What follows belongs to an exercise in optimizing a design on an open flow for small area and a short achievable clock period; a production flow would make more cautious choices.
Only simulation tests tie the RTL to the original design; equivalence was not proved.
No activity file was given, so power comes from the tool's default toggle rates.

--- flow/flow/run.sh ---
#!/bin/bash
# Layout: the standard flow (standard.sh), with
#  - ABC mapping with flow/abc_map.script (delay-oriented) instead of ORFS's,
#  - ABC left to map the adders itself (no half/full-adder cells),
#  - small fast port buffers (buf_1) instead of clkdlybuf4s50_1.
# Everything else, the registers included, is the standard synthesis and flow.
set -euo pipefail
export MY_ABC_SCRIPT="$PWD/flow/abc_map.script"
bash standard.sh \
    "SYNTH_SCRIPT=$PWD/flow/synth.tcl" \
    "BUFFER_PORTS_ARGS=-buffer_cell sky130_fd_sc_hd__buf_1" \
    ADDER_MAP_FILE= \
    finish > standard_flow.log 2>&1
--- flow/flow/abc_map.script ---
strash
&get -n
&st
&dch
&nf
&st
&syn2
&if -g -K 6
&synch2
&nf
&put
strash
dch
map {D}
buffer
upsize {D}
dnsize {D}
stime -p
--- flow/flow/synth.tcl ---
# The standard flow's synthesis script (synth_recipe.tcl), with ORFS's ABC script replaced
# by flow/abc_map.script (delay-oriented mapping).
proc synth {args} { yosys synth -nofsm -noshare {*}$args }
proc fix_abc_script {n1 n2 op} { set ::abc_script $::env(MY_ABC_SCRIPT) }
trace add variable ::abc_script write fix_abc_script
source $::env(SCRIPTS_DIR)/synth.tcl
# left out here: clear keep_hierarchy, flatten, clean up, hide names made inside functions, write 1_2_yosys.v
--- flow/standard.sh ---
#!/bin/bash
# synth_recipe.tcl (not shown) runs the flow's synth.tcl, then flattens the netlist and writes it again
# the make line also repeats each setting of config.mk as NAME=value (left out here)
make -C /OpenROAD-flow-scripts/flow DESIGN_CONFIG=/design/flow/config.mk WORK_HOME=/design/flow/orfs CLKGATE_MAP_FILE= SYNTH_SCRIPT=/design/flow/synth_recipe.tcl "${@:-finish}"
--- flow/config.mk ---
export PLATFORM = sky130hd
export DESIGN_NAME = usim_dispatch
export DESIGN_NICKNAME = usim_dispatch
export VERILOG_FILES = /design/flow/design.v
export SDC_FILE = /design/flow/constraint.sdc
export NUM_CORES = 4
export LEC_CHECK = 0
export CAP_MARGIN = 20
export CORE_MARGIN = 2
export CORE_UTILIZATION = 40
export SLEW_MARGIN = 20
--- flow/constraint.sdc ---
create_clock -name core_clock -period 12.0 [get_ports {clk}]
set_input_delay 2.4000 -clock core_clock [delete_from_list [all_inputs] [get_ports {clk}]]
set_output_delay 2.4000 -clock core_clock [all_outputs]
set_load 0.01 [all_outputs]
--- flow/design.v ---
module usim_dispatch (
    input  wire         clk,
    input  wire         rst_n,
    input  wire         cfg_we,
    input  wire [2:0]   cfg_idx,
    input  wire [16:0]  cfg_base,
    input  wire [16:0]  cfg_size,
    input  wire [3:0]   cfg_count,
    input  wire         build_start,
    output reg  [1:0]   phase,
    output reg  [1:0]   fault_code,
    output reg  [2:0]   fault_i,
    output reg  [2:0]   fault_j,
    input  wire         c_req,
    input  wire         c_we,
    input  wire [15:0]  c_addr,
    input  wire [7:0]   c_wdata,
    output reg          c_ack,
    output reg  [7:0]   c_rdata,
    output reg          m_req,
    output wire         m_we,
    output wire [15:0]  m_addr,
    output wire [7:0]   m_wdata,
    input  wire         m_ack,
    input  wire [7:0]   m_rdata,
    output reg  [7:0]   d_req,
    output wire         d_we,
    output reg  [127:0] d_off,
    output wire [7:0]   d_wdata,
    input  wire [7:0]   d_ack,
    input  wire [63:0]  d_rdata
);
    localparam NB = 8;
    localparam PH_EMPTY    = 2'd0;
    localparam PH_BUILDING = 2'd1;
    localparam PH_RUNNING  = 2'd2;
    localparam PH_DEFECT   = 2'd3;
    localparam F_RANGE   = 2'd1;
    localparam F_OVERLAP = 2'd2;
    localparam F_ZERO    = 2'd3;
    reg [16*NB-1:0] nbase_f;       
    reg [16*NB-1:0] last_f;        
    reg [3:0]  n_r;
    reg [3:0]  c;           
    reg        bvalid;      
    reg [2:0]  bb;          
    reg [2:0]  ba;          
    reg        qsel;        
    integer i;
    wire idle    = phase[0] == phase[1];       
    wire bld     = phase == PH_BUILDING;
    wire running = phase == PH_RUNNING;
    wire [17:0] w_s    = {1'b1, ~(cfg_base ^ cfg_size)};
    wire [17:0] w_c    = {cfg_base | cfg_size, 1'b0};
    wire [17:0] w_last = w_s + w_c;
    wire        w_zero = cfg_size == 17'd0;
    wire        w_rng  = cfg_base[16] | w_last[17] | w_last[16];
    wire        w_bad  = w_zero | w_rng;
    wire [15:0] w_nb   = {~cfg_base[15:1] & {15{~w_bad}}, ~w_zero & (w_rng | ~cfg_base[0])};
    wire [15:0] w_l    = w_last[15:0] & {16{~w_bad}};
    always @(posedge clk)
        for (i = 0; i < NB; i = i + 1)
            if (rst_n && idle && cfg_we && cfg_idx == i) begin
                nbase_f[16*i +: 16] <= w_nb;
                last_f[16*i +: 16]  <= w_l;
            end
    function automatic [1:0] cout16(input [15:0] a, input [15:0] b);
        reg [15:0] g, p;
        integer s, k;
        begin
            g = a & b;
            p = a | b;
            for (s = 1; s < 16; s = s * 2)
                for (k = 0; k + s < 16; k = k + 2 * s) begin
                    g[k] = g[k + s] | (p[k + s] & g[k]);
                    p[k] = p[k + s] & p[k];
                end
            cout16 = {g[0], g[0] | p[0]};
        end
    endfunction
    reg [15:0] qx;
    always @* begin
        qx = 16'd0;
        for (i = 0; i < NB; i = i + 1)
            if (c[2:0] == i)
                qx = ~nbase_f[16*i +: 16];
    end
    wire [15:0] x  = qsel ? qx : c_addr;
    reg [NB-1:0] ge, gt, le, en, hq;
    reg [1:0]    r;
    always @* begin
        for (i = 0; i < NB; i = i + 1) begin
            r      = cout16(x, nbase_f[16*i +: 16]);
            gt[i]  = r[1];
            ge[i]  = r[0];
            r      = cout16(last_f[16*i +: 16], ~x);
            le[i]  = r[0];
            en[i]  = n_r[3] | (i < n_r[2:0]);
            hq[i]  = ge[i] & le[i];
            d_off[i*16 +: 16] = x - ~nbase_f[16*i +: 16];
        end
    end
    reg [NB-1:0] below;
    always @*
        for (i = 0; i < NB; i = i + 1)
            below[i] = hq[i] & en[i] & (gt[i] | (i < c));
    wire       c_bad   = ~hq[c[2:0]];
    wire       c_cand  = |below;
    wire [2:0] c_a     = {|below[7:4], |{below[7:6], below[3:2]},
                          |{below[7], below[5], below[3], below[1]}};
    always @(posedge clk) begin
        if (!rst_n) begin
            phase <= PH_EMPTY;
            qsel  <= 1'b0;
        end else if (idle) begin
            if (build_start) begin
                qsel   <= 1'b1;
                n_r    <= cfg_count;
                c      <= 4'd0;
                bvalid <= 1'b0;
                phase  <= PH_BUILDING;
            end
        end else if (bld) begin
            if (c == n_r) begin
                qsel <= 1'b0;
                if (bvalid) begin
                    phase      <= PH_DEFECT;
                    fault_code <= F_OVERLAP;
                    fault_i    <= ba;
                    fault_j    <= bb;
                end else begin
                    phase      <= PH_RUNNING;
                end
            end else if (c_bad) begin
                qsel       <= 1'b0;
                phase      <= PH_DEFECT;
                fault_code <= qx[0] ? F_ZERO : F_RANGE;
                fault_i    <= c[2:0];
            end else begin
                c <= c + 4'd1;
                if (c_cand && !(bvalid && ge[bb])) begin
                    bvalid <= 1'b1;
                    bb     <= c[2:0];
                    ba     <= c_a;
                end
            end
        end
    end
    wire [NB-1:0] hit   = hq & en;
    wire          found = |hit;
    wire          go    = running & c_req;
    always @* begin
        d_req   = hit & {NB{go}};
        m_req   = go & ~found;
        c_ack   = go & (|(hit & d_ack) | (~found & m_ack));
        c_rdata = m_rdata & {8{~found}};
        for (i = 0; i < NB; i = i + 1)
            c_rdata = c_rdata | (d_rdata[i*8 +: 8] & {8{hit[i]}});
    end
    assign m_we    = c_we;
    assign m_addr  = c_addr;
    assign m_wdata = c_wdata;
    assign d_we    = c_we;
    assign d_wdata = c_wdata;
endmodule
==> flow_summary.json, run 1 <==
{
  "fp.dieH_um": 234,
  "ys_ff_latch": 282,
  "post_cts_resized": 0,
  "dieArea_mm2": 0.0548,
  "synth_edf_count": 279,
  "synth_xor_xnor_area_share": 0.0554,
  "synthFlopType": "edfxtp_1",
  "grt_pass1_vias": 20500,
  "finalNonFillerCells": 3729,
  "hold_class": "register to register",
  "placed_cells": 3666,
  "leakage_nw": 9.94,
  "vias": 21800,
  "synth_top_family_by_area": "simple AND/OR/NAND/NOR gates",
  "reg2regPathDepth": 15,
  "drt_iter0_drc": 2279,
  "cts_tree": "done",
  "antenna_found_initial": 0,
  "syn_inst": 2743,
  "core_mm2": 0.0524,
  "gp_congestion": 0.971,
  "root_buffer": "clkbuf_16",
  "r2r_start": "c[2]",
  "vdd_drop_max_mv": 0.0842,
  "synth_common_cells": "nand2_1 (583), inv_1 (341), nor2_1 (312)",
  "pin_count": 342,
  "rsz0062_at_grt": "no",
  "htree_levels": 2,
  "drcViolationCount": 0,
  "crit_fanout": 21,
  "fillCellCount": 5215,
  "r2r_slack_ns": 5.40,
  "clkSinkCount": 282,
  "synthTopCellsByArea": "edfxtp_1 (40%), nand2_1 (10%), inv_1 (6.0%)",
  "async_flop_share": 0,
  "drt_pass1_iterations": 6,
  "synth_simple_gate_area_share": 0.244,
  "ctsHoldBuffers": 0,
  "status": "timing/DRC/antenna clean",
  "synth_compound_area_frac": 0.204,
  "hp-start": "ba[0]",
  "setup_tns_ns": 0,
  "synth_area_mm2": 0.0212,
  "post-route-min-period_ns": 8.89,
  "ant_nets": 0,
  "clockBufferDepth": 3,
  "tightest_slew_ns": 1.13,
  "place_ws_ns": 3.31,
  "ys_seq_area_frac": 0.398,
  "fin_ws_ns": 3.11,
  "postCtsSetupBuffers": 0,
  "nets": 3167,
  "synth_top_area_cell": "edfxtp_1",
  "fin_crit_sh": 0.741,
  "maxCapViolations": 0,
  "numPortBuffers": 314,
  "relSlewSlack": 0.249,
  "arrival_ns": 6.49,
  "crit_type": "register to output port",
  "setup_viol_count_final": 0,
  "yosys_warnings": 1,
  "hpwl_mm": 69.6,
  "end_kind": "output port",
  "drive_gt1_frac": 0.0566,
  "postPlaceCellArea_mm2": 0.0228,
  "startpoint_type": "register",
  "finalHoldViolations": 0,
  "muxShareOfSynthArea": 0,
  "r2r_end": "ba[1]",
  "clk_latency_ns": 0.56,
  "finalWirelength_mm": 89.4,
  "initial_core_util": 0.404,
  "final_area_mm2": 0.0239,
  "diodes": 0,
  "drt-vias-per-instance": 5.86,
  "wl_per_cell_um": 24.0,
  "num_rows": 84,
  "synth_cell_type_count": 82,
  "cts_buffers": 35,
  "clk_pin_slew_ns": 0.06,
  "worstPathRequired_ns": 9.60,
  "yosys.cell_count.top_type": "nand2_1",
  "grt_max_degree": 50,
  "power_density_mw_per_mm2": 149,
  "grt_pass1_wl_mm": 126,
  "report.final.slew_viol_count": 0,
  "grt.total_usage": 0.315,
  "die_width_um": 234,
  "synth_fa_ha_area_frac": 0.000472,
  "area_growth_pct": 12.8,
  "synth_top_area_frac": 0.395,
  "hold_depth": 2,
  "syn-num-nets": 2895,
  "skew_ns": 0.0261,
  "fmax_mhz": 112,
  "utilization": 0.456,
  "avgSynthCellArea_um2": 7.73,
  "gr-total-overflow": 0,
  "hold_end": "fault_i[0]"
}
layer usage:
layer / vias up / global-route usage / share of wire
li1: 10100 / - / -
met1: 10300 / 0.376 / 0.38
met2: 1252 / 0.532 / 0.47
met3: 239 / 0.0610 / 0.097
met4: 0 / 0.176 / 0.058
met5: - / 0 / 0
power breakdown:
group	internal, mW	switching, mW	total [mW]
combinational	0.386	1.01	1.39
sequential	1.10	0.0102	1.11
clock	0.630	0.434	1.06
cell type report:
type	instances	area, µm²	area share
tap	688	861	0.0360
clock buffer	47	962	0.0402
multi-input combinational	1997	10700	0.448
inverter	346	1300	0.0543
timing repair buffer	353	1470	0.0615
clock inverter	16	168	0.00701
sequential	282	8440	0.353
layout by cell type, fill, tap and decap left out, types with 39 or more instances in the layout:
| cell type | n |
|---|---|
| nand2_1 | 583 |
| nor2_1 | 312 |
| a31oi_1 | 39 |
| a21oi_1 | 174 |
| edfxtp_1 | 279 |
| buf_1 | 314 |
| o21ai_0 | 122 |
| xor2_1 | 87 |
| nand4_1 | 84 |
| o211ai_1 | 61 |
| o22ai_1 | 45 |
| a22oi_1 | 45 |
| nand3_1 | 139 |
| inv_1 | 341 |
| xnor2_1 | 47 |
| buf_4 | 39 |
worst max-delay path by stage:
| stage | from | end | depth (start not counted) |
|---|---|---|---|
| 3_5_place_dp | c_addr[1] | c_rdata[2] | 16 |
| 3_3_place_gp | c_addr[1] | c_rdata[2] | 16 |
| 6_report | c[2] | c_rdata[0] | 18 |
| 2_1_floorplan | c_addr[1] | c_ack | 16 |
| 4_1_cts | c_addr[1] | c_rdata[2] | 16 |
| 5_1_grt | c[2] | c_rdata[0] | 18 |
through the flow:
stage                     power (mW)  hold slack, ns
final                           3.57           0.521
after global routing            3.71           0.545
after CTS                       3.55           0.523
after detailed placement        2.49           0.510
after global placement          2.48           0.507
after floorplan                 2.00           0.443
sequential cells by signal (all words and copies together) (netlist names):
name	count
n_r	4
qsel	1
fault_code	2
phase	2
ba	3
last_f	128
fault_i	3
bb	3
bvalid	1
fault_j	3
c	4
nbase_f	128
cell families (layout without fill, tap and decap cells):
family,after synthesis,count (layout)
adders and majority gates,1,1
DFF,282,282
xor gates and xnor gates,134,134
and+or+nand+nor,1204,1204
buffers and inverters,464,762
AOI/OAI and AO/OA,658,658
critical path, stage by stage, from the launching register on:
cell and delay [ns]:
edfxtp_1 0.32, buf_4 0.37, nor2b_2 0.80, buf_4 0.33, o21ai_0 0.14, nand3_1 0.19
a21boi_1 0.11, o21ai_2 0.71, nor2_1 0.16, a21oi_1 0.29, o211ai_1 0.21, nor4_1 0.54
nand2_1 0.17, nand2_1 0.13, nand3_1 0.48, o211a_1 0.45, nand4_1 0.17, nand3_1 0.17
buf_1 0.18
==> inputs of run 2 (changes only) <==
--- a/flow/design.v
+++ b/flow/design.v
@@ -80,9 +80,12 @@
     endfunction
-    reg [15:0] qx;
+    reg  [3:0]  c_nxt;
+    reg  [15:0] qx_nxt, qx;
     always @* begin
-        qx = 16'd0;
+        qx_nxt = 16'd0;
         for (i = 0; i < NB; i = i + 1)
-            if (c[2:0] == i)
-                qx = ~nbase_f[16*i +: 16];
+            if (c_nxt[2:0] == i)
+                qx_nxt = ~nbase_f[16*i +: 16];
     end
+    always @(posedge clk)
+        qx <= qx_nxt;
     wire [15:0] x  = qsel ? qx : c_addr;
@@ -102,2 +105,9 @@
     end
+    always @* begin
+        c_nxt = c;
+        if (idle)
+            c_nxt = 4'd0;
+        else if (bld && c != n_r && !c_bad)
+            c_nxt = c + 4'd1;
+    end
     reg [NB-1:0] below;
@@ -110,2 +120,4 @@
                           |{below[7], below[5], below[3], below[1]}};
+    always @(posedge clk)
+        c <= c_nxt;
     always @(posedge clk) begin
@@ -118,3 +130,2 @@
                 n_r    <= cfg_count;
-                c      <= 4'd0;
                 bvalid <= 1'b0;
@@ -139,3 +150,2 @@
             end else begin
-                c <= c + 4'd1;
                 if (c_cand && !(bvalid && ge[bb])) begin
--- a/flow/flow/abc_map.script
+++ b/flow/flow/abc_map.script
@@ -12,3 +12,3 @@
 strash
-dch
+dc2
 map {D}
--- a/flow/config.mk
+++ b/flow/config.mk
@@ -9,3 +9,4 @@
 export CORE_MARGIN = 2
-export CORE_UTILIZATION = 40
+export CORE_UTILIZATION = 65
+export CTS_BUF_LIST = sky130_fd_sc_hd__clkbuf_4 sky130_fd_sc_hd__clkbuf_8
 export SLEW_MARGIN = 20
==> run 2 against run 1 <==
Sequential power grew 5%; sequential share of layout area is 4.1 points higher; still clean; synthesized area down 6.6%; flip-flop and latch count rose by 16.
==> flow_summary.json, run 2 <==
{
  "antenna_found_initial": 2,
  "fin_crit_sh": 0.813,
  "grt.total_usage": 0.455,
  "htree_levels": 2,
  "drive_gt1_frac": 0.0744,
  "drcViolationCount": 0,
  "vdd_drop_max_mv": 0.153,
  "postCtsSetupBuffers": 0,
  "drt-vias-per-instance": 6.39,
  "clk_latency_ns": 0.61,
  "startpoint_type": "input pin",
  "die_width_um": 179,
  "tightest_slew_ns": 1.16,
  "synth_area_mm2": 0.0198,
  "fillCellCount": 2157,
  "initial_core_util": 0.665,
  "pwr-share-comb": 0.315,
  "relSlewSlack": 0.230,
  "ctsHoldBuffers": 0,
  "placed_cells": 3108,
  "finalNonFillerCells": 3200,
  "fmax_mhz": 103,
  "async_flop_share": 0,
  "final_cell_mix": "nand2_1 (490), nor2_1 (372), buf_1 (314), inv_1 (303), edfxtp_1 (275)",
  "skew_ns": 0.0254,
  "grt_pass1_wl_mm": 107,
  "p_clk_frac": 0.319,
  "syn-num-nets": 2639,
  "wl_per_cell_um": 23.1,
  "ys_ff_latch": 298,
  "top_regs": "last_f (128), nbase_f (128), qx (16)",
  "arrival_ns": 7.36,
  "finalWirelength_mm": 74.0,
  "slowest_delay_ns": 0.74,
  "synthFlopType": "edfxtp_1",
  "multi_input_area_mm2": 0.00935,
  "drt_pass1_iterations": 10,
  "crit_fanout": 23,
  "synth_edf_count": 275,
  "worstPathRequired_ns": 9.60,
  "avgSynthCellArea_um2": 7.96,
  "p_switching_mw": 1.17,
  "hpwl_mm": 54.7,
  "synth_cell_type_count": 75,
  "setup_tns_ns": 0,
  "total_power_mw": 3.18,
  "final_area_mm2": 0.0222,
  "rsz0062_at_grt": "no",
  "gp_congestion": 1.01,
  "grt_pass1_vias": 19000,
  "setup_viol_count_final": 0,
  "maxCapViolations": 0,
  "vias": 20400,
  "yosys.cell_count.top_type": "nand2_1",
  "internal-power_mw": 2.00,
  "reg2regPathDepth": 20,
  "end_kind": "output port",
  "gr-total-overflow": 0,
  "area.sequential_mm2": 0.00872,
  "area_growth_pct": 11.9,
  "dieArea_mm2": 0.0319,
  "report.final.slew_viol_count": 0,
  "synthTopCellsByArea": "edfxtp_1 (42%), nand2_1 (9.3%), nor2_1 (7.1%)",
  "power_density_mw_per_mm2": 143,
  "clk_pin_slew_ns": 0.06,
  "cts_tree": "done",
  "post-route-min-period_ns": 9.76,
  "drt_iter0_drc": 2773,
  "pin_count": 342,
  "ys_seq_area_frac": 0.440,
  "status": "timing/DRC/antenna clean",
  "synth_top_area_cell": "edfxtp_1",
  "finalHoldViolations": 0,
  "fp.dieH_um": 179,
  "nets": 2921,
  "synth_common_cells": "nand2_1 (490), nor2_1 (372), inv_1 (303)",
  "grt_max_degree": 33,
  "hold_depth": 0,
  "clkSinkCount": 298,
  "critPathSlowestCell": "a21oi_1",
  "r2r_slack_ns": 5.66,
  "utilization": 0.744,
  "clockBufferDepth": 3,
  "numPortBuffers": 314,
  "syn_inst": 2487,
  "crit_type": "input pin to output port",
  "netSwitchingFraction": 0.369,
  "cts_buffers": 49,
  "synth_top_area_frac": 0.417,
  "path_cells": "buf_1 -> nor2_1 -> nor2_2 -> inv_1 -> a22oi_1 -> a21oi_1 -> o22ai_1 -> nand3_1 -> nand3_1 -> nand2_1 -> a31oi_1 -> nor2_1 -> nand2_1 -> clkinv_1 -> nor3_1 -> nand3_1 -> inv_2 -> nand2_1 -> a21oi_1 -> buf_1",
  "ant_nets": 0,
  "postPlaceCellArea_mm2": 0.0211,
  "final_common_cell": "nand2_1",
  "core_mm2": 0.0298,
  "root_buffer": "clkbuf_8",
  "leakage_nw": 9.19,
  "post_cts_resized": 0,
  "hold_class": "register to register",
  "num_rows": 63,
  "power_frac_seq": 0.366,
  "yosys_warnings": 1
}
[run 2: changes by cell type after synthesis, moves of 20 or more]
cell,change
nand2_1,-93
nor2_1,+60
nand4_1,-57
nand3_1,-42
o211ai_1,-39
inv_1,-38
or2_2,+34
a21oi_1,-32
o21ai_0,-28
dfxtp_1,+20
[run 2: cell families (layout without fill, tap and decap cells)]
logic type / Yosys count / count (layout) / share of synthesized area
compound gates: 524 / 524 / 0.172
simple gates: 1103 / 1103 / 0.234
flops: 298 / 298 / 0.440
mux: 1 / 1 / 0.000569
xor+xnor: 140 / 140 / 0.0619
buf+inv: 421 / 742 / 0.0910
other cells: 0 / 2 / 0
[run 2: worst paths after layout]
| path | start | endpoint |
|---|---|---|
| worst max-delay path | c_addr[5] | c_ack |
| worst min-delay path | bb[0] | fault_j[0] |
| worst max register to register | qsel | qx[15] |
| worst min register to register | bb[0] | fault_j[0] |
[run 2: routing by layer]
metal	vias up	track usage	part of all wire
met5	-	0	0
met4	0	0.304	0.077
met3	374	0.118	0.15
met2	1773	0.709	0.45
met1	9250	0.557	0.33
li1	9041	-	-
[run 2: per-stage QoR]
step           setup slack (ns)  hold slack [ns]
2_1_floorplan              4.65            0.426
3_3_place_gp               2.98            0.439
3_5_place_dp               2.71            0.456
4_1_cts                    2.66            0.471
5_1_grt                    2.13            0.488
6_report                   2.24            0.480
[run 2: layout make-up]
cell class	instances	share of cell area
diodes	2	0.000226
well taps	390	0.0220
clock inverters	35	0.0167
repair buffers	332	0.0593
inverters	320	0.0542
multi-input cells	1768	0.422
flip-flops and latches	298	0.393
clock buffers	55	0.0325
[run 2: critical path, delay by kind of cell]
family	cells	cell delay [ns]
AND/OR/NAND/NOR	10	1.69
buffers and inverters	5	1.37
AO/OA/AOI/OAI	5	1.86
[run 2: power by group through the flow]
stage | Clock [mW] | Sequential, mW | Combinational [mW]
final | 1.01 | 1.16 | 1.00
after global routing | 1.04 | 1.16 | 1.07
after CTS | 1.00 | 1.16 | 0.964
after global placement | 0 | 1.18 | 0.931
after floorplan | 0 | 1.18 | 0.632
after detailed placement | 0 | 1.18 | 0.954
==> inputs of run 3 (changes only) <==
--- a/flow/config.mk
+++ b/flow/config.mk
@@ -9,4 +9,5 @@
 export CORE_MARGIN = 2
-export CORE_UTILIZATION = 65
+export CORE_UTILIZATION = 50
 export CTS_BUF_LIST = sky130_fd_sc_hd__clkbuf_4 sky130_fd_sc_hd__clkbuf_8
+export SETUP_SLACK_MARGIN = 3
 export SLEW_MARGIN = 20
==> run 3 against run 2 <==
Wire length down 3.8%; core utilization down 17 points; non-clock buffer count up 4; first-iteration DRC count down 26%.
==> flow_summary.json, run 3 <==
{
  "status": "timing/DRC/antenna clean",
  "path_cells": "buf_1 -> nor2_1 -> a21oi_2 -> buf_4 -> clkinvlp_2 -> nand2_1 -> nand3_1 -> nand3_1 -> a31oi_1 -> o21ai_0 -> nand3_1 -> nand3_1 -> nand3_1 -> nand3_1 -> nor2_2 -> nor4_1 -> nand3_1 -> inv_2 -> nand2_1 -> a21oi_1 -> buf_1",
  "clkSinkCount": 298,
  "yosys.cell_count.top_type": "nand2_1",
  "cpLargestDelayFamily": "simple AND/OR/NAND/NOR gates",
  "fp.dieH_um": 203,
  "grt_max_degree": 33,
  "top_regs": "last_f (128), nbase_f (128), qx (16)",
  "report.final.slew_viol_count": 0,
  "synthTopCellsByArea": "edfxtp_1 (42%), nand2_1 (9.3%), nor2_1 (7.1%)",
  "grt.total_usage": 0.337,
  "wl_per_cell_um": 21.3,
  "numPortBuffers": 314,
  "slowest_delay_ns": 0.54,
  "finalNonFillerCells": 3333,
  "maxCapViolations": 0,
  "hold_class": "register to register",
  "root_buffer": "clkbuf_8",
  "antenna_found_initial": 1,
  "clk_pin_slew_ns": 0.06,
  "post-route-min-period_ns": 8.70,
  "startpoint_type": "input pin",
  "leakage_nw": 9.18,
  "nets": 2928,
  "yosys_warnings": 1,
  "drive_gt1_frac": 0.0774,
  "syn_inst": 2487,
  "final_cell_mix": "nand2_1 (490), nor2_1 (371), buf_1 (314), inv_1 (301), edfxtp_1 (275)",
  "num_rows": 72,
  "drcViolationCount": 0,
  "htree_levels": 2,
  "final_common_cell": "nand2_1",
  "initial_core_util": 0.510,
  "drt_pass1_iterations": 6,
  "placed_cells": 3240,
  "drt-vias-per-instance": 5.80,
  "area_growth_pct": 12.6,
  "place_ws_ns": 3.08,
  "setup_viol_count_final": 0,
  "postCtsSetupBuffers": 0,
  "fmax_mhz": 115,
  "synth_edf_count": 275,
  "pin_count": 342,
  "synth_compound_area_frac": 0.172,
  "synth_area_mm2": 0.0198,
  "ys_seq_area_frac": 0.440,
  "rsz0062_at_grt": "no",
  "synth_common_cells": "nand2_1 (490), nor2_1 (372), inv_1 (303)",
  "total_power_mw": 3.08,
  "die_width_um": 203,
  "ant_nets": 0,
  "cts_tree": "done",
  "crit_type": "input pin to output port",
  "ctsHoldBuffers": 0,
  "finalHoldViolations": 0,
  "synth_top_area_cell": "edfxtp_1",
  "avgSynthCellArea_um2": 7.96,
  "synth_top_area_frac": 0.417,
  "finalWirelength_mm": 71.1,
  "dieArea_mm2": 0.0412,
  "relSlewSlack": 0.143,
  "synth_cell_type_count": 75,
  "muxShareOfSynthArea": 0.000569,
  "synth_fa_ha_area_frac": 0,
  "vdd_drop_max_mv": 0.0756,
  "crit_fanout": 15,
  "synth_xor_xnor_area_share": 0.0619,
  "skew_ns": 0.0522,
  "clockBufferDepth": 3,
  "arrival_ns": 6.30,
  "cts_buffers": 51,
  "grt_pass1_wl_mm": 104,
  "async_flop_share": 0,
  "drt_iter0_drc": 2051,
  "synth_simple_gate_area_share": 0.234,
  "synth_top_family_by_area": "simple AND/OR/NAND/NOR gates",
  "fin_ws_ns": 3.30,
  "gr-total-overflow": 0,
  "diodes": 0,
  "grt_pass1_vias": 18500,
  "critPathBufInv": 5,
  "final_area_mm2": 0.0223,
  "crit_path_frequent_cell": "nand3_1",
  "core_mm2": 0.0388,
  "gp_congestion": 0.993,
  "fin_crit_sh": 0.725,
  "setup_tns_ns": 0,
  "post_cts_resized": 0,
  "clk_latency_ns": 0.65,
  "tightest_slew_ns": 1.29,
  "vias": 19300,
  "critPathSlowestCell": "clkinvlp_2",
  "syn-num-nets": 2639,
  "power_density_mw_per_mm2": 138,
  "synthFlopType": "edfxtp_1",
  "postPlaceCellArea_mm2": 0.0212,
  "end_kind": "output port",
  "hpwl_mm": 55.2,
  "worstPathRequired_ns": 9.60,
  "ys_ff_latch": 298
}
run 3: cell type report:
| class | instances | area (µm²) |
|---|---|---|
| repair buffers | 336 | 1340 |
| multi-input cells | 1768 | 9380 |
| clock buffers | 68 | 842 |
| clock inverters | 24 | 159 |
| well taps | 518 | 648 |
| fillers | 3747 | 16500 |
| flip-flops and latches | 298 | 8720 |
| repair inverters | 1 | 5.00 |
| inverters | 320 | 1210 |
run 3: path summary, 6_finish.rpt:
path | startpoint | cells past startpoint | slack [ns] | end
max | c_addr[3] | 21 | 3.30 | c_ack
max reg2reg | qsel | 22 | 5.28 | qx[8]
min | bb[0] | 0 | 0.46 | fault_j[0]
min reg2reg | bb[0] | 0 | 0.46 | fault_j[0]
run 3: routing by layer:
| metal | GRT usage | part of all wire | up-vias |
|---|---|---|---|
| met5 | 0 | 0.00017 | - |
| met4 | 0.145 | 0.041 | 2 |
| met3 | 0.0531 | 0.091 | 160 |
| met2 | 0.566 | 0.47 | 997 |
| met1 | 0.433 | 0.40 | 9117 |
| li1 | - | - | 9042 |
run 3: kinds of logic (layout without fill, tap and decap cells):
family,count (synthesis),count (layout)
flops,298,298
buf+inv,421,749
xor+xnor,140,140
simple gates,1103,1103
mux,1,1
compound gates,524,524
run 3: worst reg2reg max path, cell delays in order (launching register included):
cell and delay, ns:
dfxtp_1 0.83, inv_2 0.48, nand2_1 0.16, nand2_1 0.37, inv_2 0.44, nor2_1 0.08, a21oi_1 0.23, o21ai_0 0.13
a21oi_1 0.13, o21ai_1 0.11, a21oi_1 0.58, o221ai_2 0.22, a21oi_2 0.22, nand3_1 0.15, o22ai_4 0.31, nand2_1 0.27
a21oi_2 0.27, nand3_1 0.48, inv_2 0.64, nand2_1 0.21, o2bb2ai_1 0.18, nand3_1 0.07, nand2_1 0.06
run 3: metrics by stage:
| stage | utilization | hold WS, ns |
|---|---|---|
| floorplan | - | 0.426 |
| global placement | 0.547 | 0.443 |
| detailed placement | 0.547 | 0.442 |
| CTS | 0.573 | 0.459 |
| global route | 0.575 | 0.468 |
| finish | 0.575 | 0.463 |
run 3: power breakdown:
part / switching, mW / internal [mW]
combinational: 0.690 / 0.294
sequential: 0.0116 / 1.15
clock: 0.432 / 0.498
total: 1.13 / 1.95
==> inputs of run 4 (changes only) <==
--- a/flow/config.mk
+++ b/flow/config.mk
@@ -11,3 +11,3 @@
 export CTS_BUF_LIST = sky130_fd_sc_hd__clkbuf_4 sky130_fd_sc_hd__clkbuf_8
-export SETUP_SLACK_MARGIN = 3
+export SETUP_SLACK_MARGIN = 4.5
 export SLEW_MARGIN = 20
==> run 4 against run 3 <==
Still clean; sequential share of layout area is 4.5 points lower; synthesized area unchanged; maximum frequency grew 11%; first-iteration DRC count increased by 7.1%; via count rose by 6.0%; die area stayed put; combinational power grew 32%; wire length rose by 8.1%; flip-flop and latch count unchanged; register-to-register slack improved by 0.38 ns; synthesized cell count did not move; critical path type unchanged; largest power group is now combinational logic.
==> flow_summary.json, run 4 <==
{
  "status": "timing/DRC/antenna clean",
  "synthFlopType": "edfxtp_1",
  "synth_common_cells": "nand2_1 (490), nor2_1 (372), inv_1 (303)",
  "fmax_mhz": 128,
  "fin_crit_sh": 0.651,
  "hold_class": "register to register",
  "synth_xor_xnor_area_share": 0.0619,
  "crit_path_frequent_cell": "nor2_4",
  "synth_area_mm2": 0.0198,
  "ys_seq_area_frac": 0.440,
  "critPathSlowestCell": "nand4_1",
  "setup_tns_ns": 0,
  "r2r_slack_ns": 5.66,
  "r2r_end": "qx[8]",
  "vias": 20500,
  "syn-num-nets": 2639,
  "fillCellCount": 3394,
  "wl_met3_mm": 8.00,
  "worstPathRequired_ns": 9.60,
  "multi_input_area_mm2": 0.0106,
  "synth_top_area_frac": 0.417,
  "pin_count": 342,
  "diodes": 0,
  "gp_congestion": 0.993,
  "clk_pin_slew_ns": 0.06,
  "finalWirelength_mm": 76.9,
  "yosys_warnings": 1,
  "crit_path_start": "c_addr[3]",
  "die_width_um": 203,
  "path_cells": "buf_8 -> nor2_4 -> a21oi_2 -> buf_6 -> clkinvlp_4 -> buf_4 -> nor2_4 -> nor2_1 -> o21ai_1 -> a31oi_1 -> nor2_1 -> nor3_2 -> nor2_2 -> nand2_2 -> nand4_1 -> nand2_4 -> nor2_4 -> nor4_4 -> nand3_1 -> inv_2 -> nand2_1 -> a21oi_2 -> buf_2",
  "topRoutingLayerUsed": "met4",
  "root_buffer": "clkbuf_8",
  "drt_pass1_iterations": 6,
  "syn_inst": 2487,
  "place_ws_ns": 3.08,
  "tightest_slew_ns": 1.24,
  "synth_simple_gate_area_share": 0.234,
  "synth_cell_type_count": 75,
  "final_cell_mix": "nand2_1 (454), nor2_1 (344), inv_1 (294), edfxtp_1 (275), buf_1 (272)",
  "finalHoldViolations": 0,
  "hold_depth": 0,
  "vdd_drop_max_mv": 0.0760,
  "cts_buffers": 51,
  "ctsHoldBuffers": 0,
  "drive_gt1_frac": 0.209,
  "fp.dieH_um": 203,
  "final_common_cell": "nand2_1",
  "grt_pass1_vias": 19400,
  "met2WireLength_mm": 35.6,
  "relSlewSlack": 0.173,
  "num_rows": 72,
  "drt-vias-per-instance": 5.84,
  "startpoint_type": "input pin",
  "synth_top_family_by_area": "simple AND/OR/NAND/NOR gates",
  "synth_compound_area_frac": 0.172,
  "synthTopCellsByArea": "edfxtp_1 (42%), nand2_1 (9.3%), nor2_1 (7.1%)",
  "gr-total-overflow": 0,
  "clk_latency_ns": 0.66,
  "ys_ff_latch": 298,
  "nets": 3100,
  "clockBufferDepth": 3,
  "maxCapViolations": 0,
  "setup_viol_count_final": 0,
  "antenna_found_initial": 0,
  "htree_levels": 2,
  "hpwl_mm": 55.2,
  "end_kind": "output port",
  "area.sequential_mm2": 0.00872,
  "initial_core_util": 0.510,
  "total_power_mw": 3.40,
  "dieArea_mm2": 0.0412,
  "area_growth_pct": 27.3,
  "wl_met1_mm": 29.8,
  "grt_pass1_wl_mm": 110,
  "rsz0062_at_grt": "yes",
  "crit_type": "input pin to output port",
  "cts_tree": "done",
  "avgSynthCellArea_um2": 7.96,
  "report.final.slew_viol_count": 0,
  "arrival_ns": 5.42,
  "ant_nets": 0,
  "fin_ws_ns": 4.18,
  "grt.total_usage": 0.355,
  "top_regs": "last_f (128), nbase_f (128), qx (16)",
  "leakage_nw": 10.5,
  "muxShareOfSynthArea": 0.000569,
  "grt_max_degree": 33,
  "skew_ns": 0.0535,
  "endpoint": "c_ack",
  "crit_fanout": 7,
  "wl_per_cell_um": 21.9,
  "synth_top_area_cell": "edfxtp_1",
  "drcViolationCount": 0,
  "numPortBuffers": 314,
  "reg2regPathDepth": 27,
  "slowest_delay_ns": 0.29,
  "r2r_start": "qsel",
  "core_mm2": 0.0388,
  "async_flop_share": 0,
  "synth_fa_ha_area_frac": 0,
  "power_density_mw_per_mm2": 135,
  "drt_iter0_drc": 2196,
  "clkSinkCount": 298,
  "synth_edf_count": 275,
  "post-route-min-period_ns": 7.82,
  "yosys.cell_count.top_type": "nand2_1"
}
-- run 4: cell count changes in the layout (fill, tap and decap cells not counted), moves of 22 or more --
cell,before,now
buf_4,22,156
buf_1,314,272
nand2_1,490,454
buf_2,0,30
nor2_1,371,344
a21oi_1,140,115
nand2_2,6,28
o21ai_0,93,71
-- run 4: kinds of logic after synthesis --
family / Yosys count
AOI/OAI and AO/OA: 524
xor gates and xnor gates: 140
buffers and inverters: 421
DFF: 298
muxes: 1
and+or+nand+nor: 1103
-- run 4: metal layers --
metal	track usage	up-vias
met5	0	-
met4	0.158	0
met3	0.0557	189
met2	0.591	1177
met1	0.458	9749
li1	-	9364
-- run 4: metrics by stage --
stage | std cells | hold slack [ns] | cell area, µm² | util
after floorplan | 2487 | 0.426 | 19800 | -
after global placement | 3240 | 0.443 | 21200 | 0.547
after detailed placement | 3240 | 0.442 | 21200 | 0.547
after CTS | 3434 | 0.459 | 23900 | 0.616
after global routing | 3505 | 0.468 | 25200 | 0.649
final | 3505 | 0.464 | 25200 | 0.649
-- run 4: how the worst min path moves through the flow --
| stage | from | to | slack [ns] |
|---|---|---|---|
| 5_1_grt | bb[0] | fault_j[0] | 0.47 |
| 3_3_place_gp | bb[0] | fault_j[0] | 0.44 |
| 3_5_place_dp | bb[0] | fault_j[0] | 0.44 |
| 2_1_floorplan | bb[0] | fault_j[0] | 0.43 |
| 6_report | bb[0] | fault_j[0] | 0.46 |
| 4_1_cts | bb[0] | fault_j[0] | 0.46 |
-- run 4: worst max-delay path, delay by kind of cell --
| family | cells | cell delay, ns |
|---|---|---|
| buf+inv | 6 | 0.84 |
| simple gates | 13 | 1.64 |
| compound gates | 4 | 0.51 |
-- run 4: layout make-up --
class,count,area share
Multi-Input combinational cell,1768,0.421
Sequential cell,298,0.346
Timing Repair Buffer,506,0.117
Inverter,320,0.0500
Clock buffer,68,0.0334
Tap cell,518,0.0257
Clock inverter,24,0.00630
Timing Repair inverter,3,0.000893
-- run 4: repair_timing --
item | 4_1_cts | 5_1_grt
pin swaps | 58 | 93
gates resized for setup | 230 | 181
gates cloned | 7 | 3
setup buffers | 95 | 68
setup endpoints to repair | 75 | 50
-- run 4: power by group --
group          leakage (nW)  switching, mW  internal (mW)
clock                 0.525          0.437          0.498
sequential             2.87         0.0120           1.15
combinational          7.10          0.817          0.485
total                  10.5           1.27           2.14
==> inputs of run 5 (changes only) <==
--- a/flow/config.mk
+++ b/flow/config.mk
@@ -9,5 +9,5 @@
 export CORE_MARGIN = 2
-export CORE_UTILIZATION = 50
+export CORE_UTILIZATION = 60
 export CTS_BUF_LIST = sky130_fd_sc_hd__clkbuf_4 sky130_fd_sc_hd__clkbuf_8
-export SETUP_SLACK_MARGIN = 4.5
+export SETUP_SLACK_MARGIN = 4
 export SLEW_MARGIN = 20
==> run 5 against run 4 <==
Still clean on timing, DRC and antenna; maximum frequency is 3.0% lower; global-route usage increased by 5.7 points; final area fell by 6.4%; die area fell by 16%; via count about the same; final cell count fell by 5.0%; worst setup slack worse by 0.24 ns; flip-flop and latch count unchanged; critical endpoint unchanged.
==> flow_summary.json, run 5 <==
{
  "status": "timing/DRC/antenna clean",
  "synthFlopType": "edfxtp_1",
  "report.final.slew_viol_count": 0,
  "drt-vias-per-instance": 6.15,
  "postPlaceCellArea_mm2": 0.0211,
  "final_cell_mix": "nand2_1 (477), nor2_1 (361), buf_1 (306), inv_1 (296), edfxtp_1 (275)",
  "syn-num-nets": 2639,
  "power_density_mw_per_mm2": 143,
  "die_width_um": 186,
  "rsz0062_at_grt": "yes",
  "clk_latency_ns": 0.66,
  "synth_top_area_frac": 0.417,
  "grt.total_usage": 0.412,
  "vdd_drop_max_mv": 0.0999,
  "reg2regPathDepth": 25,
  "cts_tree": "done",
  "drt_iter0_drc": 2660,
  "wl_met3_mm": 9.36,
  "top_regs": "last_f (128), nbase_f (128), qx (16)",
  "crit_path_start": "c_addr[3]",
  "end_kind": "output port",
  "grt_max_degree": 33,
  "fmax_mhz": 124,
  "fp.dieH_um": 186,
  "synthTopCellsByArea": "edfxtp_1 (42%), nand2_1 (9.3%), nor2_1 (7.1%)",
  "maxCapViolations": 0,
  "leakage_nw": 9.77,
  "fin_ws_ns": 3.95,
  "gp_congestion": 1.01,
  "finalHoldViolations": 0,
  "drive_gt1_frac": 0.137,
  "slowest_delay_ns": 0.30,
  "htree_levels": 2,
  "path_cells": "clkbuf_2 -> nor2_2 -> a21oi_4 -> clkinvlp_4 -> buf_6 -> or2_2 -> nand3_1 -> a31oi_1 -> o21ai_1 -> nand3_1 -> nand3_1 -> nand3_1 -> nand3_2 -> nor2_4 -> nor4_4 -> nand3_2 -> inv_4 -> nand2_1 -> a21oi_4 -> buf_6",
  "place_ws_ns": 2.81,
  "grt_pass1_wl_mm": 105,
  "final_common_cell": "nand2_1",
  "antenna_found_initial": 1,
  "worstPathRequired_ns": 9.60,
  "final_area_mm2": 0.0236,
  "ant_nets": 0,
  "wl_met1_mm": 26.5,
  "clockBufferDepth": 3,
  "critPathBufInv": 5,
  "setup_viol_count_final": 0,
  "hold_class": "register to register",
  "finalWirelength_mm": 74.0,
  "drt_pass1_iterations": 9,
  "clkSinkCount": 298,
  "critPathSlowestCell": "a21oi_4",
  "post-route-min-period_ns": 8.05,
  "grt_pass1_vias": 18700,
  "crit_type": "input pin to output port",
  "area_growth_pct": 19.1,
  "crit_fanout": 7,
  "relSlewSlack": 0.219,
  "drcViolationCount": 0,
  "setup_tns_ns": 0,
  "nets": 2996,
  "synth_cell_type_count": 75,
  "core_mm2": 0.0325,
  "startpoint_type": "input pin",
  "yosys_warnings": 1,
  "vias": 20500,
  "hold_depth": 0,
  "hold_end": "fault_j[0]",
  "root_buffer": "clkbuf_8",
  "cts_buffers": 50,
  "synth_area_mm2": 0.0198,
  "synth_common_cells": "nand2_1 (490), nor2_1 (372), inv_1 (303)",
  "avgSynthCellArea_um2": 7.96,
  "clk_pin_slew_ns": 0.06,
  "cpLargestDelayFamily": "simple AND/OR/NAND/NOR gates",
  "crit_path_frequent_cell": "nand3_1",
  "whs_ns": 0.474,
  "hp-start": "bb[0]",
  "skew_ns": 0.0501,
  "numPortBuffers": 314,
  "utilization": 0.725,
  "r2r_start": "qsel",
  "met2WireLength_mm": 33.5,
  "r2r_slack_ns": 6.31,
  "ys_ff_latch": 298,
  "pin_count": 342,
  "r2r_end": "qx[6]",
  "initial_core_util": 0.609,
  "num_rows": 66,
  "ctsHoldBuffers": 0,
  "synth_top_area_cell": "edfxtp_1",
  "dieArea_mm2": 0.0345,
  "arrival_ns": 5.65,
  "synth_edf_count": 275,
  "syn_inst": 2487,
  "async_flop_share": 0,
  "gr-total-overflow": 0,
  "yosys.cell_count.top_type": "nand2_1",
  "ys_seq_area_frac": 0.440,
  "topRoutingLayerUsed": "met4",
  "hpwl_mm": 54.8,
  "fin_crit_sh": 0.671,
  "wl_per_cell_um": 22.2,
  "tightest_slew_ns": 1.17
}
[run 5: through the flow]
step                instances  total power, mW
floorplan                2487             1.81
global placement         3163             2.13
detailed placement       3163             2.14
CTS                      3293             3.27
global route             3329             3.49
finish                   3330             3.38
[run 5: per-layer routing]
| metal | vias up | GRT usage |
|---|---|---|
| met5 | - | 0 |
| met4 | 0 | 0.248 |
| met3 | 261 | 0.0853 |
| met2 | 1501 | 0.654 |
| met1 | 9543 | 0.521 |
| li1 | 9181 | - |
[run 5: timing repair]
action,4_1_cts,5_1_grt
hold endpoints to repair,0,0
pin swaps,14,27
cloned,3,1
buffers inserted,33,34
setup endpoints to repair,49,31
resized for setup,77,103
[run 5: logic make-up after synthesis]
kind of cell | count (synthesis) | synth area share
AOI/OAI and AO/OA | 524 | 0.172
xor gates and xnor gates | 140 | 0.0619
buffers and inverters | 421 | 0.0910
DFF | 298 | 0.440
muxes | 1 | 0.000569
and+or+nand+nor | 1103 | 0.234
[run 5: worst max-delay path by stage]
stage | end | slack [ns] | cells past startpoint
detailed placement | c_ack | 2.81 | 22
finish | c_ack | 3.95 | 20
floorplan | d_off[95] | 4.65 | 18
global route | c_ack | 3.85 | 21
global placement | c_ack | 3.00 | 22
CTS | c_ack | 3.97 | 24
[run 5: layout make-up]
cell class / count / area, µm²
Multi-Input combinational cell: 1768 / 9890
Fill cell: 2553 / 8950
Sequential cell: 298 / 8720
Timing Repair Buffer: 403 / 1960
Inverter: 320 / 1240
Clock buffer: 68 / 873
Tap cell: 442 / 553
Clock inverter: 26 / 324
Timing Repair inverter: 3 / 22.5
Antenna cell: 2 / 5.00
[run 5: where the power goes]
group          total [mW]  switching [mW]  internal (mW)
Clock                1.08           0.452          0.630
Combinational        1.13           0.763          0.371
Sequential           1.16         0.00975           1.15
==> inputs of run 6 (changes only) <==
--- a/flow/config.mk
+++ b/flow/config.mk
@@ -9,5 +9,5 @@
 export CORE_MARGIN = 2
-export CORE_UTILIZATION = 60
+export CORE_UTILIZATION = 70
 export CTS_BUF_LIST = sky130_fd_sc_hd__clkbuf_4 sky130_fd_sc_hd__clkbuf_8
-export SETUP_SLACK_MARGIN = 4
+export SETUP_SLACK_MARGIN = 3.5
 export SLEW_MARGIN = 20
==> run 6 against run 5 <==
Wire length grew 4.8%; flip-flop and latch count is the same; count of clock-buffer cells in the layout shrank 3; worst hold slack lost 0.0021 ns; total power shrank 4.3%; clock power shrank 7%; core utilization grew 8.8 points; final cell count shrank 3.1%.
==> flow_summary.json, run 6 <==
{
  "synth_common_cells": "nand2_1 (490), nor2_1 (372), inv_1 (303)",
  "setup_tns_ns": 0,
  "grt_pass1_vias": 19600,
  "synthTopCellsByArea": "edfxtp_1 (42%), nand2_1 (9.3%), nor2_1 (7.1%)",
  "antenna_found_initial": 6,
  "clockBufferDepth": 3,
  "num_rows": 61,
  "final_cell_mix": "nand2_1 (486), nor2_1 (368), buf_1 (313), inv_1 (300), edfxtp_1 (275)",
  "fmax_mhz": 118,
  "gp_congestion": 1.06,
  "grt_pass1_wl_mm": 110,
  "synth_area_mm2": 0.0198,
  "synth_edf_count": 275,
  "worstPathRequired_ns": 9.60,
  "whs_ns": 0.471,
  "ys_seq_area_frac": 0.440,
  "grt.total_usage": 0.502,
  "syn-num-nets": 2639,
  "skew_ns": 0.0390,
  "yosys_warnings": 1,
  "wl_per_cell_um": 24.0,
  "final_common_cell": "nand2_1",
  "drive_gt1_frac": 0.0995,
  "cts_buffers": 48,
  "finalWirelength_mm": 77.5,
  "die_width_um": 172,
  "vias": 21500,
  "fin_crit_sh": 0.708,
  "finalHoldViolations": 0,
  "ys_ff_latch": 298,
  "report.final.slew_viol_count": 0,
  "drcViolationCount": 0,
  "ant_nets": 0,
  "leakage_nw": 9.38,
  "drt-vias-per-instance": 6.67,
  "clkSinkCount": 298,
  "clk_latency_ns": 0.62,
  "post-route-min-period_ns": 8.49,
  "setup_viol_count_final": 0,
  "relSlewSlack": 0.148,
  "grt_max_degree": 33,
  "maxCapViolations": 0,
  "top_regs": "last_f (128), nbase_f (128), qx (16)",
  "power_density_mw_per_mm2": 143,
  "avgSynthCellArea_um2": 7.96,
  "area_growth_pct": 14.3,
  "initial_core_util": 0.711,
  "yosys.cell_count.top_type": "nand2_1",
  "postPlaceCellArea_mm2": 0.0210,
  "dieArea_mm2": 0.0297,
  "async_flop_share": 0,
  "gr-total-overflow": 0,
  "pin_count": 342,
  "startpoint_type": "input pin",
  "core_mm2": 0.0279,
  "status": "timing/DRC/antenna clean",
  "drt_iter0_drc": 3425,
  "hpwl_mm": 54.2,
  "htree_levels": 2,
  "numPortBuffers": 314,
  "root_buffer": "clkbuf_8",
  "drt_pass1_iterations": 9,
  "synthFlopType": "edfxtp_1",
  "synth_top_area_cell": "edfxtp_1",
  "nets": 2959,
  "vdd_drop_max_mv": 0.118,
  "crit_type": "input pin to output port",
  "syn_inst": 2487,
  "crit_fanout": 10,
  "synth_top_area_frac": 0.417,
  "arrival_ns": 6.09,
  "final_area_mm2": 0.0226,
  "synth_cell_type_count": 75,
  "clk_pin_slew_ns": 0.06,
  "hold_class": "register to register",
  "rsz0062_at_grt": "yes",
  "cts_tree": "done",
  "fp.dieH_um": 172,
  "tightest_slew_ns": 1.27,
  "end_kind": "output port"
}
-- run 6: cell count changes in the layout (fill, tap and decap cells not counted), moves of 7 or more --
| cell | previous run | this run |
|---|---|---|
| a21oi_1 | 122 | 134 |
| nor2_1 | 361 | 368 |
| a21oi_2 | 20 | 11 |
| inv_4 | 8 | 1 |
| o21ai_2 | 11 | 4 |
| nand2_1 | 477 | 486 |
| buf_4 | 73 | 51 |
| buf_6 | 9 | 1 |
| clkbuf_8 | 58 | 50 |
| o21ai_0 | 79 | 86 |
| buf_1 | 306 | 313 |
-- run 6: per-layer routing --
metal  share of wire  track usage  up-vias
met5         0.00040      0.00174        -
met2            0.42        0.749     2329
met1            0.31        0.594     9485
met4           0.093        0.384        4
li1                -            -     9122
met3            0.17        0.178      579
-- run 6: critical path, cell delays in order --
cell	delay (ns)
clkbuf_2	0.14
inv_1	0.08
o21ai_4	0.30
buf_4	0.18
nand2_1	0.06
nand3_1	0.10
a21oi_1	0.07
o22ai_1	0.14
a21oi_1	0.09
o22ai_1	0.21
nand3_1	0.15
nand3_1	0.12
nand2_1	0.12
a31oi_4	0.27
nor2_1	0.12
nand2_1	0.14
clkinvlp_4	0.23
nor3_1	0.19
nand3_1	0.13
inv_2	0.14
nand2_1	0.11
a21oi_4	0.39
buf_1	0.20
-- run 6: cell families (layout without fill, tap and decap cells) --
family / after synthesis / count (layout) / synth area share
compound gates: 524 / 524 / 0.172
flops: 298 / 298 / 0.440
mux: 1 / 1 / 0.000569
simple gates: 1103 / 1104 / 0.234
buf+inv: 421 / 778 / 0.0910
other cells: 0 / 4 / 0
xor+xnor: 140 / 140 / 0.0619
-- run 6: path summary, 6_finish.rpt --
kind                            cells after the start  slack [ns]    endpoint      start
worst max register to register                     24        6.12       qx[6]       qsel
worst max-delay path                               23        3.51       c_ack  c_addr[1]
worst min-delay path                                0        0.47  fault_j[0]      bb[0]
worst min register to register                      0        0.47  fault_j[0]      bb[0]
-- run 6: what timing repair did --
action | in CTS | in global routing
gates cloned | 2 | 2
gates resized for setup | 16 | 44
pin swaps | 2 | 9
hold buffers | 0 | 0
setup buffers | 8 | 29
setup endpoints to repair | 22 | 23
-- run 6: where the power goes --
part | leakage (nW) | switching [mW] | internal [mW] | total (mW)
clock network | 0.558 | 0.454 | 0.547 | 1.00
logic | 5.95 | 0.747 | 0.322 | 1.07
registers | 2.87 | 0.0102 | 1.15 | 1.16
total | 9.38 | 1.21 | 2.02 | 3.23
-- run 6: stage by stage --
step	instances	worst slack (ns)	utilization	total power, mW
final	3227	3.51	0.813	3.23
after global routing	3225	3.35	0.813	3.31
after CTS	3192	3.38	0.798	3.11
after detailed placement	3094	2.82	0.755	2.13
after global placement	3094	3.00	0.755	2.11
after floorplan	2487	4.65	-	1.81
-- run 6: layout make-up --
cell class	count	area, µm²
clock buffer	65	801
timing repair inverter	3	20.0
tap	378	473
sequential	298	8720
fill	1731	5210
antenna	4	10.0
multi-input combinational	1769	9540
clock inverter	23	262
inverter	320	1230
timing repair buffer	367	1590
==> inputs of run 7 (changes only) <==
--- a/flow/flow/run.sh
+++ b/flow/flow/run.sh
@@ -2,3 +2,3 @@
 # Layout: the standard flow (standard.sh), with
-#  - ABC mapping with flow/abc_map.script (delay-oriented) instead of ORFS's,
+#  - ABC mapping with flow/abc_map.script (area-oriented, timing left to the repair steps) instead of ORFS's,
 #  - ABC left to map the adders itself (no half/full-adder cells),
==> flow/flow/abc_map.script (replaced) <==
strash
&get -n
&st
&dch
&nf
&st
&syn2
&if -g -K 6
&synch2
&nf
&put
strash
dc2
map -a
topo
stime -p
--- a/flow/flow/synth.tcl
+++ b/flow/flow/synth.tcl
@@ -1,3 +1,3 @@
 # The standard flow's synthesis script (synth_recipe.tcl), with ORFS's ABC script replaced
-# by flow/abc_map.script (delay-oriented mapping).
+# by flow/abc_map.script (area-oriented mapping).
 proc synth {args} { yosys synth -nofsm -noshare {*}$args }
--- a/flow/config.mk
+++ b/flow/config.mk
@@ -9,5 +9,5 @@
 export CORE_MARGIN = 2
-export CORE_UTILIZATION = 70
+export CORE_UTILIZATION = 50
 export CTS_BUF_LIST = sky130_fd_sc_hd__clkbuf_4 sky130_fd_sc_hd__clkbuf_8
-export SETUP_SLACK_MARGIN = 3.5
+export SETUP_SLACK_MARGIN = 4
 export SLEW_MARGIN = 20
==> run 7 against run 6 <==
Still clean on timing, DRC and antenna; highest routed layer unchanged; total power up 3.4%; core utilization decreased by 19 points; critical path depth unchanged; sequential power is essentially flat; via count is 12% lower; clock skew is 0.0083 ns lower; largest power group is now combinational logic; largest cell class unchanged; register-to-register slack worse by 0.99 ns.
==> flow_summary.json, run 7 <==
{
  "status": "timing/DRC/antenna clean",
  "dieArea_mm2": 0.0389,
  "synth_common_cells": "nor2_1 (487), nand2_1 (410), clkinv_1 (287)",
  "worstPathRequired_ns": 9.60,
  "synth_top_area_frac": 0.442,
  "end_kind": "output port",
  "crit_type": "input pin to output port",
  "clockBufferDepth": 3,
  "critPathBufInv": 6,
  "gr-total-overflow": 0,
  "final_cell_mix": "nor2_1 (464), nand2_1 (388), buf_1 (300), clkinv_1 (275), edfxtp_1 (275)",
  "clkSinkCount": 298,
  "final_common_cell": "nor2_1",
  "core_mm2": 0.0367,
  "post-route-min-period_ns": 7.99,
  "setup_viol_count_final": 0,
  "slowest_delay_ns": 0.33,
  "die_width_um": 197,
  "clk_pin_slew_ns": 0.06,
  "ys_ff_latch": 298,
  "synthFlopType": "edfxtp_1",
  "cts_buffers": 51,
  "hold_class": "register to register",
  "ctsHoldBuffers": 0,
  "top_regs": "last_f (128), nbase_f (128), qx (16)",
  "gp_congestion": 0.964,
  "synthTopCellsByArea": "edfxtp_1 (44%), nor2_1 (9.8%), nand2_1 (8.2%)",
  "setup_tns_ns": 0,
  "drt_pass1_iterations": 5,
  "synth_top_area_cell": "edfxtp_1",
  "multi_input_area_mm2": 0.00930,
  "report.final.slew_viol_count": 0,
  "drt-vias-per-instance": 5.81,
  "grt_pass1_vias": 17600,
  "drt_iter0_drc": 1419,
  "grt_max_degree": 33,
  "finalHoldViolations": 0,
  "reg2regPathDepth": 27,
  "hpwl_mm": 51.1,
  "ys_seq_area_frac": 0.467,
  "fin_crit_sh": 0.666,
  "yosys.cell_count.top_type": "nor2_1",
  "fp.dieH_um": 197,
  "maxCapViolations": 0,
  "cts_tree": "done",
  "skew_ns": 0.0307,
  "numPortBuffers": 314,
  "antenna_found_initial": 2,
  "area.sequential_mm2": 0.00872,
  "critPathSlowestCell": "o211ai_1",
  "avgSynthCellArea_um2": 8.16,
  "relSlewSlack": 0.231,
  "wl_per_cell_um": 20.9,
  "path_cells": "buf_8 -> nand2_4 -> nand2_8 -> clkinv_8 -> buf_4 -> o22ai_2 -> o211ai_1 -> o221ai_1 -> a2bb2oi_1 -> o21a_1 -> a221oi_2 -> o211ai_1 -> o2111ai_1 -> o211ai_1 -> nand2_2 -> a21oi_2 -> buf_4 -> buf_8 -> a22oi_1 -> nand3_1 -> a21oi_2 -> a21oi_2 -> buf_2",
  "pin_count": 342,
  "synth_area_mm2": 0.0187,
  "drive_gt1_frac": 0.142,
  "cpLargestDelayFamily": "compound AO/OA/AOI/OAI gates",
  "yosys_warnings": 1,
  "root_buffer": "clkbuf_8",
  "fmax_mhz": 125,
  "num_rows": 70,
  "initial_core_util": 0.509,
  "total_power_mw": 3.34,
  "clk_latency_ns": 0.65,
  "drcViolationCount": 0,
  "nets": 2891,
  "fillCellCount": 3258,
  "crit_cells": 23,
  "vdd_drop_max_mv": 0.0814,
  "utilization": 0.627,
  "leakage_nw": 8.38,
  "ant_nets": 0,
  "async_flop_share": 0,
  "vias": 18900,
  "htree_levels": 2,
  "arrival_ns": 5.59,
  "crit_fanout": 10,
  "grt.total_usage": 0.335,
  "hold_depth": 1,
  "syn_inst": 2289,
  "finalWirelength_mm": 67.8,
  "syn-num-nets": 2441,
  "startpoint_type": "input pin",
  "area_growth_pct": 23.3,
  "grt_pass1_wl_mm": 98.0,
  "final_area_mm2": 0.0230,
  "whs_ns": 0.501,
  "power_density_mw_per_mm2": 145,
  "synth_cell_type_count": 43,
  "postPlaceCellArea_mm2": 0.0205,
  "synth_edf_count": 275,
  "rsz0062_at_grt": "yes",
  "tightest_slew_ns": 1.15
}
[run 7: power by group]
group	internal, mW	total (mW)	switching (mW)
registers	1.16	1.18	0.0141
logic	0.409	1.20	0.793
clock network	0.530	0.965	0.434
total	2.10	3.34	1.24
[run 7: per-layer routing]
layer	GRT usage	routed length, µm	up-vias
met3	0.0512	6250	188
met5	0	17	-
met2	0.572	32300	968
met1	0.415	26100	8819
li1	-	-	8892
met4	0.166	3110	2
[run 7: logic make-up after synthesis]
kind of cell              after synthesis  synth area share
and+or+nand+nor                      1034             0.221
AOI/OAI and AO/OA                     495             0.175
buffers and inverters                 321            0.0714
DFF                                   298             0.467
xor gates and xnor gates              140            0.0657
muxes                                   1          0.000603
[run 7: worst register-to-register path, stage by stage (launching register included)]
cell and delay, ns:
dfxtp_1 0.30, buf_4 0.29, clkinv_1 0.71, nand2_4 0.32, nand2_8 0.13, clkinv_8 0.09
buf_4 0.11, o22ai_2 0.05, o211ai_1 0.21, o221ai_1 0.16, a2bb2oi_1 0.20, o21a_1 0.15
a221oi_2 0.04, o211ai_1 0.33, o2111ai_1 0.17, o211ai_1 0.24, nand2_2 0.19, buf_4 0.19
nand3_1 0.06, nand4_1 0.10, nand2_1 0.14, nand2_1 0.18, a21oi_1 0.17, nor2_1 0.08
nand2_1 0.54, clkinv_1 0.64, nor2_2 0.75, a31oi_1 0.20
[run 7: repair_timing]
item	CTS	global route
gates resized for setup	110	126
pin swaps	20	51
cloned	4	7
endpoints found under the setup margin	84	28
setup buffers	38	37
[run 7: worst paths after layout]
path | start | slack [ns] | end
worst max-delay path | c_addr[1] | 4.01 | c_ack
worst min-delay path | nbase_f[123] | 0.50 | qx[11]
worst max register to register | qsel | 5.13 | qx[9]
worst min register to register | nbase_f[123] | 0.50 | qx[11]
[run 7: final cells by class]
| type | count | share of cell area |
|---|---|---|
| Inverter | 287 | 0.0513 |
| Clock buffer | 73 | 0.0393 |
| Tap cell | 468 | 0.0254 |
| Multi-Input combinational cell | 1672 | 0.404 |
| Sequential cell | 298 | 0.379 |
| Antenna cell | 1 | 0.000109 |
| Timing Repair inverter | 6 | 0.00250 |
| Timing Repair Buffer | 423 | 0.0917 |
| Clock inverter | 19 | 0.00669 |
[run 7: metrics by stage]
step,instances,worst slack (ns)
2_1_floorplan,2289,4.01
3_3_place_gp,3068,2.21
3_5_place_dp,3068,2.05
4_1_cts,3202,3.98
5_1_grt,3246,3.86
6_report,3247,4.01
==> inputs of run 8 (changes only) <==
--- a/flow/config.mk
+++ b/flow/config.mk
@@ -9,3 +9,3 @@
 export CORE_MARGIN = 2
-export CORE_UTILIZATION = 50
+export CORE_UTILIZATION = 60
 export CTS_BUF_LIST = sky130_fd_sc_hd__clkbuf_4 sky130_fd_sc_hd__clkbuf_8
==> run 8 against run 7 <==
Still clean; worst hold slack worse by 0.019 ns; maximum frequency is 1.3% lower; worst setup slack worse by 0.11 ns; non-clock buffer count decreased by 12; synthesized cell count stayed put; via count is 4.0% higher; final area is 1.0% lower; count of clock-buffer cells in the layout is 11 lower; synthesized area stayed put; highest routed layer is now met4.
==> flow_summary.json, run 8 <==
{
  "status": "timing/DRC/antenna clean",
  "place_ws_ns": 1.86,
  "use_met2": 0.678,
  "htree_levels": 2,
  "area_growth_pct": 22.0,
  "hp-start": "nbase_f[123]",
  "gp_congestion": 1.01,
  "final_cell_mix": "nor2_1 (460), nand2_1 (387), buf_1 (304), clkinv_1 (283), edfxtp_1 (275)",
  "dieArea_mm2": 0.0325,
  "initial_core_util": 0.610,
  "critPathSlowestCell": "a221o_2",
  "leakage_nw": 8.24,
  "synth_top_area_cell": "edfxtp_1",
  "final_common_cell": "nor2_1",
  "setup_viol_count_final": 0,
  "root_buffer": "clkbuf_8",
  "crit_path_frequent_cell": "nand3_2",
  "met3_usage": 0.0639,
  "fillCellCount": 2328,
  "vdd_drop_max_mv": 0.102,
  "synthTopCellsByArea": "edfxtp_1 (44%), nor2_1 (9.8%), nand2_1 (8.2%)",
  "slowest_delay_ns": 0.38,
  "grt_pass1_vias": 17900,
  "crit_fanout": 12,
  "antenna_found_initial": 1,
  "drt_pass1_iterations": 7,
  "finalNonFillerCells": 3158,
  "end_kind": "output port",
  "clkSinkCount": 298,
  "syn_inst": 2289,
  "num_rows": 64,
  "report.final.slew_viol_count": 0,
  "skew_ns": 0.0367,
  "ys_ff_latch": 298,
  "r2r_slack_ns": 4.39,
  "power_density_mw_per_mm2": 145,
  "cts_tree": "done",
  "gr-total-overflow": 0,
  "drt-vias-per-instance": 6.21,
  "fin_ws_ns": 3.90,
  "placed_cells": 2994,
  "nets": 2875,
  "setup_tns_ns": 0,
  "tightest_slew_ns": 1.05,
  "syn-num-nets": 2441,
  "ctsHoldBuffers": 0,
  "synth_edf_count": 275,
  "clk_pin_slew_ns": 0.06,
  "relSlewSlack": 0.293,
  "whs_ns": 0.482,
  "top_regs": "last_f (128), nbase_f (128), qx (16)",
  "synth_area_mm2": 0.0187,
  "avgSynthCellArea_um2": 8.16,
  "worstPathRequired_ns": 9.60,
  "drcViolationCount": 0,
  "crit_type": "input pin to output port",
  "ant_nets": 0,
  "crit_path_start": "c_addr[1]",
  "drive_gt1_frac": 0.136,
  "critPathBufInv": 5,
  "endpoint": "c_rdata[5]",
  "rsz0062_at_grt": "yes",
  "yosys_warnings": 1,
  "maxCapViolations": 0,
  "finalWirelength_mm": 69.3,
  "ys_seq_area_frac": 0.467,
  "arrival_ns": 5.70,
  "r2r_end": "qx[12]",
  "grt.total_usage": 0.396,
  "async_flop_share": 0,
  "numPortBuffers": 314,
  "synthFlopType": "edfxtp_1",
  "grt_util_met1": 0.483,
  "hpwl_mm": 50.0,
  "diodes": 0,
  "cpLargestDelayFamily": "compound AO/OA/AOI/OAI gates",
  "finalHoldViolations": 0,
  "fmax_mhz": 123,
  "yosys.cell_count.top_type": "nor2_1",
  "clk_latency_ns": 0.62,
  "hold_class": "register to register",
  "startpoint_type": "input pin",
  "drt_iter0_drc": 2378,
  "final_area_mm2": 0.0228,
  "fp.dieH_um": 180,
  "synth_cell_type_count": 43,
  "grt.busiest_layer": "met2",
  "crit_cells": 21,
  "path_cells": "buf_6 -> nand2_4 -> nand2_8 -> buf_12 -> clkinv_8 -> a211oi_1 -> o211ai_1 -> o221ai_1 -> a31o_2 -> a221o_2 -> nand3_2 -> o221ai_2 -> nand3_2 -> o211ai_1 -> nor2_4 -> nor4_4 -> nand3_2 -> clkinv_4 -> nand2_2 -> nand4_1 -> buf_2",
  "reg2regPathDepth": 29,
  "post-route-min-period_ns": 8.10,
  "fin_crit_sh": 0.675,
  "cts_buffers": 49,
  "wl_per_cell_um": 22.0,
  "pin_count": 342,
  "synth_common_cells": "nor2_1 (487), nand2_1 (410), clkinv_1 (287)",
  "die_width_um": 180,
  "postPlaceCellArea_mm2": 0.0204,
  "grt_pass1_wl_mm": 98.6,
  "synth_top_area_frac": 0.442,
  "grt_max_degree": 33,
  "core_mm2": 0.0306,
  "clockBufferDepth": 3,
  "r2r_start": "qsel",
  "vias": 19600
}
## run 8: area by class of cell
cell class	count	area, µm²	share of cell area
Clock buffer	62	791	0.0347
Timing Repair Buffer	411	2010	0.0881
Inverter	287	1180	0.0517
Multi-Input combinational cell	1671	9350	0.410
Sequential cell	298	8720	0.383
Timing Repair inverter	5	47.5	0.00209
Tap cell	396	495	0.0218
Clock inverter	28	191	0.00841
## run 8: worst min-delay path by stage
stage / to / cells past startpoint
2_1_floorplan: fault_j[0] / 0
3_3_place_gp: qx[11] / 1
3_5_place_dp: qx[11] / 1
4_1_cts: qx[11] / 1
5_1_grt: qx[11] / 1
6_report: qx[11] / 1
## run 8: timing repair
action | CTS | global route
gates cloned | 2 | 5
pin swaps | 30 | 57
gates resized for setup | 120 | 130
endpoints found under the setup margin | 84 | 35
buffers inserted | 33 | 34
## run 8: cells by family after synthesis
kind of cell / after synthesis / share of synthesized area
muxes: 1 / 0.000603
DFF: 298 / 0.467
AOI/OAI and AO/OA: 495 / 0.175
buffers and inverters: 321 / 0.0714
xor gates and xnor gates: 140 / 0.0657
and+or+nand+nor: 1034 / 0.221
## run 8: worst reg2reg max path: cells and delay by family (launching register included)
family / cells / cell delay, ns
simple gates: 11 / 2.71
buf+inv: 7 / 2.41
compound gates: 11 / 2.04
flops: 1 / 0.31
## run 8: per-layer routing
layer | vias up | part of all wire
met5 | - | 0
met4 | 0 | 0.059
met3 | 269 | 0.11
met2 | 1379 | 0.48
met1 | 9086 | 0.36
li1 | 8887 | -
## run 8: power by group
group	leakage, nW	internal (mW)	total, mW	switching, mW
Combinational	5.15	0.397	1.20	0.803
Sequential	2.58	1.16	1.18	0.0152
Clock	0.516	0.479	0.916	0.437
## run 8: per-stage QoR
| step | utilization | power (mW) |
|---|---|---|
| 6_report | 0.745 | 3.30 |
| 5_1_grt | 0.745 | 3.41 |
| 4_1_cts | 0.719 | 3.16 |
| 3_5_place_dp | 0.666 | 2.20 |
| 3_3_place_gp | 0.666 | 2.18 |
| 2_1_floorplan | - | 1.83 |

-- static timing again, ports no longer ideal --
How much do the figures lean on ideal ports? The routed layouts below were timed once more, with nothing changed but the port constraints. Step 1 sets driving cells, clkbuf_16 on the clock port and buf_2 on the other inputs (assumed; they add their load-dependent delay and slew). Step 2, shift: input delay + t, output delay - t, t = (earliest + latest rising clock arrival at the registers) / 2. This alone moves slack from input paths to output paths. Three values: no drivers, after step 1, after step 2; two values: the first two.
run | shift t [ns] | setup WS [ns]
run 1 | 0.603 | 3.107 / 3.050 / 3.170
run 2 | 0.645 | 2.245 / 2.221 / 2.221
run 3 | 0.678 | 3.298 / 3.272 / 3.272
run 4 | 0.682 | 4.183 / 4.143 / 4.143
run 5 | 0.684 | 3.945 / 3.921 / 3.921
run 6 | 0.656 | 3.506 / 3.468 / 3.468
run 7 | 0.676 | 4.005 / 3.960 / 3.960
run 8 | 0.641 | 3.898 / 3.859 / 3.575
After both steps setup and hold are still met in every run listed.
